What follows belongs to an exercise in optimizing a design on an open flow for small area; a production flow would make more cautious choices. In this exercise RTL edits were held to simulation tests only and were not proved equivalent to the original. Power and IR drop assume default switching activity.

==> build 68 <==
==> flow/design.v <==
module dht_engine (
    input  wire        clk,
    input  wire        rst,           
    input  wire [31:0] ts,            
    input  wire        variant_sel,   
    input  wire        line_in,
    output wire        line_oe,
    output wire        line_out,
    output wire        prio_hint,
    output wire        done,
    input  wire        h_valid,
    input  wire        h_write,
    input  wire [7:0]  h_addr,
    input  wire [31:0] h_wdata,
    output reg  [31:0] h_rdata
);
    localparam integer CAP         = 41;
    localparam integer POLL_BUDGET = 3000;
    localparam integer T_START_US  = 10000;
    localparam [2:0] S_IDLE    = 3'b000,
                     S_DRV_OUT = 3'b001,
                     S_POLL    = 3'b010,
                     S_DONE    = 3'b011,
                     S_DRV_LOW = 3'b100,
                     S_HOLD    = 3'b101,
                     S_REL_IN  = 3'b110;
    reg  [2:0]  state;
    reg         variant;
    reg  [31:0] anchor;
    reg  [31:0] t0;
    reg  [11:0] iter;
    reg  [6:0]  k;           
    reg  [39:0] bits;        
    reg  [32*CAP-1:0] low_buf;     
    reg  [32*CAP-1:0] high_buf;    
    wire done_f = (state == S_DONE);
    wire busy   = (state != S_IDLE) && !done_f;
    wire dir    = state[2];
    wire prev   = k[0];
    assign line_oe   = dir;
    assign line_out  = 1'b0;
    assign prio_hint = busy;
    assign done      = done_f;
    wire start_acc = h_valid && h_write && (h_addr == 8'h00) && h_wdata[0] && !busy;
    wire [31:0] dur      = ts - anchor;             
    wire        poll     = (state == S_POLL);
    wire        edge_rec = poll && (line_in != prev);
    wire [5:0]  widx     = k[6:1];
    wire        last_hi  = edge_rec && (k == 7'd81);
    wire        iter_end = (iter >= POLL_BUDGET - 1);
    wire        bit_val  = (dur >= 32'd30);
    genvar gi;
    generate
        for (gi = 0; gi < CAP; gi = gi + 1) begin : g_buf
            wire we_l = edge_rec && !prev && (widx == gi);
            wire we_h = edge_rec &&  prev && (widx == gi);
            always @(posedge clk) begin
                low_buf[32*gi +: 32]  <= (low_buf[32*gi +: 32]  & {32{!we_l}}) | (dur & {32{we_l}});
                high_buf[32*gi +: 32] <= (high_buf[32*gi +: 32] & {32{!we_h}}) | (dur & {32{we_h}});
            end
        end
    endgenerate
    always @(posedge clk) begin
        if (edge_rec && prev)
            bits <= {bits[38:0], bit_val};
    end
    always @(posedge clk) begin
        if (rst) begin
            state   <= S_IDLE;
            variant <= variant_sel;
            anchor  <= 32'd0;
            t0      <= 32'd0;
            iter    <= 12'd0;
            k       <= 7'd0;
        end else begin
            case (state)
                S_IDLE, S_DONE: begin
                    if (start_acc) begin
                        iter  <= 12'd0;
                        k     <= 7'd0;
                        state <= S_DRV_OUT;
                    end
                end
                S_DRV_OUT: state <= S_DRV_LOW;
                S_DRV_LOW: begin
                    t0     <= ts;
                    anchor <= ts;
                    state  <= S_HOLD;
                end
                S_HOLD: begin
                    if (dur >= T_START_US)
                        state <= S_REL_IN;
                end
                S_REL_IN: begin
                    anchor <= ts;
                    state  <= S_POLL;
                end
                S_POLL: begin
                    if (edge_rec) begin
                        k      <= k + 7'd1;
                        anchor <= ts;
                    end
                    iter <= iter + 12'd1;
                    if (last_hi || iter_end)
                        state <= S_DONE;
                end
                default: state <= S_IDLE;
            endcase
        end
    end
    wire [5:0]  hcnt   = k[6:1];
    wire [6:0]  lcnt   = {1'b0, k[6:1]} + {6'd0, k[0]};
    wire        has40  = (hcnt >= 6'd40);
    wire        zfirst = (hcnt == 6'd40);
    wire        skip1  = (hcnt == 6'd41);
    wire [39:0] frame  = has40 ? {bits[39] & skip1, bits[38:0]} : 40'd0;
    wire [7:0]  b0 = frame[39:32];
    wire [7:0]  b1 = frame[31:24];
    wire [7:0]  b2 = frame[23:16];
    wire [7:0]  b3 = frame[15:8];
    wire [7:0]  b4 = frame[7:0];
    wire [7:0]  sum = b0 + b1 + b2 + b3;
    wire [1:0]  err = !done_f ? 2'd0 : !has40 ? 2'd1 : (sum != b4) ? 2'd2 : 2'd0;
    wire        ok  = done_f && (err == 2'd0);
    wire [15:0] hum10 = variant ? {b0, b1} : b0 * 16'd10;
    wire [15:0] mag10 = variant ? {1'b0, b2[6:0], b3} : b2 * 16'd10;
    wire signed [31:0] c10    = b2[7] ? -$signed({16'd0, mag10}) : $signed({16'd0, mag10});
    wire signed [31:0] temp_f = c10 * 32'sd18 + 32'sd3200;
    wire [31:0] temp = ok ? temp_f : 32'd0;
    wire [31:0] hum  = ok ? {16'd0, hum10} : 32'd0;
    wire [5:0] a_idx  = h_addr[5:0];
    wire       rd_low  = (h_addr[7:6] == 2'b01) && ({1'b0, a_idx} < lcnt);
    wire       rd_high = (h_addr[7:6] == 2'b10) && (a_idx < hcnt);
    reg  [31:0] buf_rd;
    integer i;
    always @(*) begin
        buf_rd = 32'd0;
        for (i = 0; i < CAP; i = i + 1) begin
            buf_rd = buf_rd
                   | (low_buf[32*i +: 32]  & {32{rd_low  && (a_idx == i)}})
                   | (high_buf[32*i +: 32] & {32{rd_high && (a_idx == i)}});
        end
    end
    reg [31:0] reg_rd;
    always @(*) begin
        case (h_addr)
            8'h01: reg_rd = {20'd0, done_f, 1'b0, done_f, done_f, 2'b00, err, 1'b0, ok, done_f, busy};
            8'h02: reg_rd = {31'd0, variant};
            8'h03: reg_rd = temp;
            8'h04: reg_rd = hum;
            8'h05: reg_rd = {b0, b1, b2, b3};
            8'h06: reg_rd = {16'd0, sum, b4};
            8'h07: reg_rd = {16'd0, 2'b00, hcnt, 1'b0, lcnt};
            8'h08: reg_rd = {20'd0, iter};
            8'h09: reg_rd = {12'd0, 1'b0, dir, prev, zfirst, 2'b00, has40, 1'b0, has40, 3'b000, 7'd0, skip1};
            8'h0A: reg_rd = anchor;
            8'h0B: reg_rd = t0;
            default: reg_rd = 32'd0;
        endcase
    end
    always @(*) h_rdata = buf_rd | reg_rd;
endmodule
==> flow/run.sh <==
#!/bin/bash
# synth_recipe.tcl (not shown) runs the flow's synth.tcl, then flattens the netlist and writes it again
# the make line also repeats each setting of config.mk as NAME=value (left out here)
make -C /OpenROAD-flow-scripts/flow DESIGN_CONFIG=/design/flow/config.mk WORK_HOME=/design/flow/orfs CLKGATE_MAP_FILE= SYNTH_SCRIPT=/design/flow/synth_recipe.tcl finish
==> flow/config.mk <==
export PLATFORM = sky130hd
export DESIGN_NAME = dht_engine
export DESIGN_NICKNAME = dht_engine
export VERILOG_FILES = /design/flow/design.v
export SDC_FILE = /design/flow/constraint.sdc
export NUM_CORES = 4
export LEC_CHECK = 0
export CAP_MARGIN = 20
export CORE_MARGIN = 2
export CORE_UTILIZATION = 40
export SLEW_MARGIN = 20
==> flow/constraint.sdc <==
create_clock -name core_clock -period 12.0 [get_ports {clk}]
set_input_delay 2.4000 -clock core_clock [delete_from_list [all_inputs] [get_ports {clk}]]
set_output_delay 2.4000 -clock core_clock [all_outputs]
set_load 0.01 [all_outputs]
==> trial 82: changes against build 68 <==
--- a/flow/design.v
+++ b/flow/design.v
@@ -51,2 +51,4 @@
     wire        bit_val  = (dur >= 32'd30);
+    wire buf_clr = rst || start_acc;
+    wire buf_wr  = edge_rec && !rst;
     genvar gi;
@@ -54,7 +56,7 @@
         for (gi = 0; gi < CAP; gi = gi + 1) begin : g_buf
-            wire we_l = edge_rec && !prev && (widx == gi);
-            wire we_h = edge_rec &&  prev && (widx == gi);
+            wire we_l = buf_wr && !prev && (widx == gi);
+            wire we_h = buf_wr &&  prev && (widx == gi);
             always @(posedge clk) begin
-                low_buf[32*gi +: 32]  <= (low_buf[32*gi +: 32]  & {32{!we_l}}) | (dur & {32{we_l}});
-                high_buf[32*gi +: 32] <= (high_buf[32*gi +: 32] & {32{!we_h}}) | (dur & {32{we_h}});
+                low_buf[32*gi +: 32]  <= (low_buf[32*gi +: 32]  & {32{!buf_clr}}) | (dur & {32{we_l}});
+                high_buf[32*gi +: 32] <= (high_buf[32*gi +: 32] & {32{!buf_clr}}) | (dur & {32{we_h}});
             end
@@ -124,6 +126,10 @@
     wire        ok  = done_f && (err == 2'd0);
-    wire [15:0] hum10 = variant ? {b0, b1} : b0 * 16'd10;
-    wire [15:0] mag10 = variant ? {1'b0, b2[6:0], b3} : b2 * 16'd10;
-    wire signed [31:0] c10    = b2[7] ? -$signed({16'd0, mag10}) : $signed({16'd0, mag10});
-    wire signed [31:0] temp_f = c10 * 32'sd18 + 32'sd3200;
+    wire [10:0] b0x5  = {b0, 2'b00} + {3'b000, b0};
+    wire [15:0] hum10 = variant ? {b0, b1} : {4'd0, b0x5, 1'b0};
+    wire [10:0] b2x5  = {b2, 2'b00} + {3'b000, b2};
+    wire [14:0] mag   = variant ? {b2[6:0], b3} : {3'd0, b2x5, 1'b0};
+    wire [18:0] m9    = {1'b0, mag, 3'b000} + {4'd0, mag};
+    wire        neg   = b2[7];
+    wire [19:0] t2    = 20'd1600 + ({1'b0, m9} ^ {20{neg}}) + {19'd0, neg};
+    wire [31:0] temp_f = {{11{t2[19]}}, t2, 1'b0};
     wire [31:0] temp = ok ? temp_f : 32'd0;
@@ -131,14 +137,26 @@
     wire [5:0] a_idx  = h_addr[5:0];
-    wire       rd_low  = (h_addr[7:6] == 2'b01) && ({1'b0, a_idx} < lcnt);
-    wire       rd_high = (h_addr[7:6] == 2'b10) && (a_idx < hcnt);
-    reg  [31:0] buf_rd;
-    integer i;
-    always @(*) begin
-        buf_rd = 32'd0;
-        for (i = 0; i < CAP; i = i + 1) begin
-            buf_rd = buf_rd
-                   | (low_buf[32*i +: 32]  & {32{rd_low  && (a_idx == i)}})
-                   | (high_buf[32*i +: 32] & {32{rd_high && (a_idx == i)}});
+    wire       rd_low  = (h_addr[7:6] == 2'b01);
+    wire       rd_high = (h_addr[7:6] == 2'b10);
+    wire [81:0] sel;
+    genvar si, bi, gg;
+    generate
+        for (si = 0; si < CAP; si = si + 1) begin : g_sel
+            assign sel[si]       = rd_low  && (a_idx == si);
+            assign sel[CAP + si] = rd_high && (a_idx == si);
         end
-    end
+    endgenerate
+    wire [2*32*CAP-1:0] ent = {high_buf, low_buf};
+    wire [31:0] buf_rd;
+    generate
+        for (bi = 0; bi < 32; bi = bi + 1) begin : g_rb
+            wire [27:0] t;
+            for (gg = 0; gg < 27; gg = gg + 1) begin : g_t
+                assign t[gg] = ~((ent[32*(3*gg)   + bi] & sel[3*gg])
+                               | (ent[32*(3*gg+1) + bi] & sel[3*gg+1])
+                               | (ent[32*(3*gg+2) + bi] & sel[3*gg+2]));
+            end
+            assign t[27] = ~(ent[32*81 + bi] & sel[81]);
+            assign buf_rd[bi] = ~&t;
+        end
+    endgenerate
     reg [31:0] reg_rd;
==> flow/flow/run.sh (new file) <==
#!/bin/bash
# Own layout flow: the standard flow (standard.sh) with
#  - synthesis using an area-oriented abc script (flow/abc_area.script),
#  - CTS with clkbuf_8 clock buffers, sink clusters of at most 12 within
#    50 um, and no dummy loads,
#  - a denser floorplan.
set -euo pipefail
export FLOW_WORK=$(pwd)
export FLOW_ABC_SCRIPT=$FLOW_WORK/flow/abc_area.script
bash standard.sh SYNTH_SCRIPT=$FLOW_WORK/flow/synth_wrap.tcl synth > synth.log 2>&1
bash standard.sh SYNTH_SCRIPT=$FLOW_WORK/flow/synth_wrap.tcl \
  CORE_UTILIZATION=50 \
  "CTS_ARGS=-sink_clustering_enable -repair_clock_nets -dont_use_dummy_load -buf_list sky130_fd_sc_hd__clkbuf_8 -sink_clustering_size 12 -sink_clustering_max_diameter 50" \
  finish > layout.log 2>&1
==> flow/flow/abc_area.script (new file) <==
&get -n
&st
&dch
&nf -a -R 1000
&put
==> flow/flow/synth_wrap.tcl (new file) <==
# Standard synthesis (synth_recipe.tcl), with abc given an area-oriented
# mapping script in place of ORFS's speed script. Registers are mapped by
# dfflibmap before abc runs, so they are the standard synthesis's.
proc abc {args} {
  set i [lsearch -exact $args -script]
  if {$i >= 0} { lset args [expr {$i + 1}] $::env(FLOW_ABC_SCRIPT) }
  puts "abc (flow script): $args"
  yosys abc {*}$args
}
source $::env(FLOW_WORK)/synth_recipe.tcl
==> flow/standard.sh (new file) <==
#!/bin/bash
# synth_recipe.tcl (not shown) runs the flow's synth.tcl, then flattens the netlist and writes it again
# the make line also repeats each setting of config.mk as NAME=value (left out here)
make -C /OpenROAD-flow-scripts/flow DESIGN_CONFIG=/design/flow/config.mk WORK_HOME=/design/flow/orfs CLKGATE_MAP_FILE= SYNTH_SCRIPT=/design/flow/synth_recipe.tcl "${@:-finish}"
removed: flow/run.sh
==> qor summary <==
metric	trial 82	build 68
Proportion of synthesized area in mux cells	0%	0.0978%
Placed Cells incl. Taps	11,147	10,348
Clk slew on worst S/H paths	80 ps	70 ps
Post-DP HPWL	245,000 um	272,000 um
Result of the run	timing/DRC/antenna clean	timing/DRC/antenna clean
Crit path kind	reg -> out	in -> out
Sequential element share of the synthesized area	56.9%	76.1%
Fmax	90.6 MHz	86.3 MHz
NumNets Final	9,084	7,326
Register-to-Register Path Depth	22	14
Element type at the critical path start	register	input port
Comb pwr share	25.8%	5.1%
Initial antenna violation count	24	27
Cell count after synthesis	8,254	6,686
Area fraction of the dominant cell type after synthesis	55.7%	74.5%
Most frequent cell after synthesis	sky130_fd_sc_hd__dfxtp_1	sky130_fd_sc_hd__edfxtp_1
Number of global-route vias before repair	79,796	67,940
Wire length of the first global-routing pass	570,000 um	608,000 um
Critical path launch point	k[6]	h_addr[2]

-- what the ideal ports hide --
The results above use ideal ports. As a check the final layouts listed here were re-extracted and re-timed, cells and wires unchanged. Step 1: set_driving_cell puts a clkbuf_16 on clk and a buf_2 on each other input, an assumption about the parent block. Step 2, shift: input delay + t, output delay - t, t = (earliest + latest rising clock arrival at the registers) / 2. This alone moves slack from input paths to output paths. a / b / c = ideal / step 1 / step 2; a / b = the first two.
| run | shift t [ns] | slack for setup (ns) | worst setup path at the end | clock arrival spread, ns | worst slew at a driven data input, ns |
|---|---|---|---|---|---|
| build 68 | 1.030 | 0.419 / 0.395 / 0.395 | input to output | 0.136 / 0.136 | 0.07 |
| trial 82 | 1.139 | 0.965 / 0.870 / 1.606 | input to output | 0.095 / 0.095 | 0.25 |
After both steps setup and hold are still met in every run listed. For build 68, which loses most, drivers alone change the setup slack by -0.024 ns; drivers and shift together by -0.024 ns.
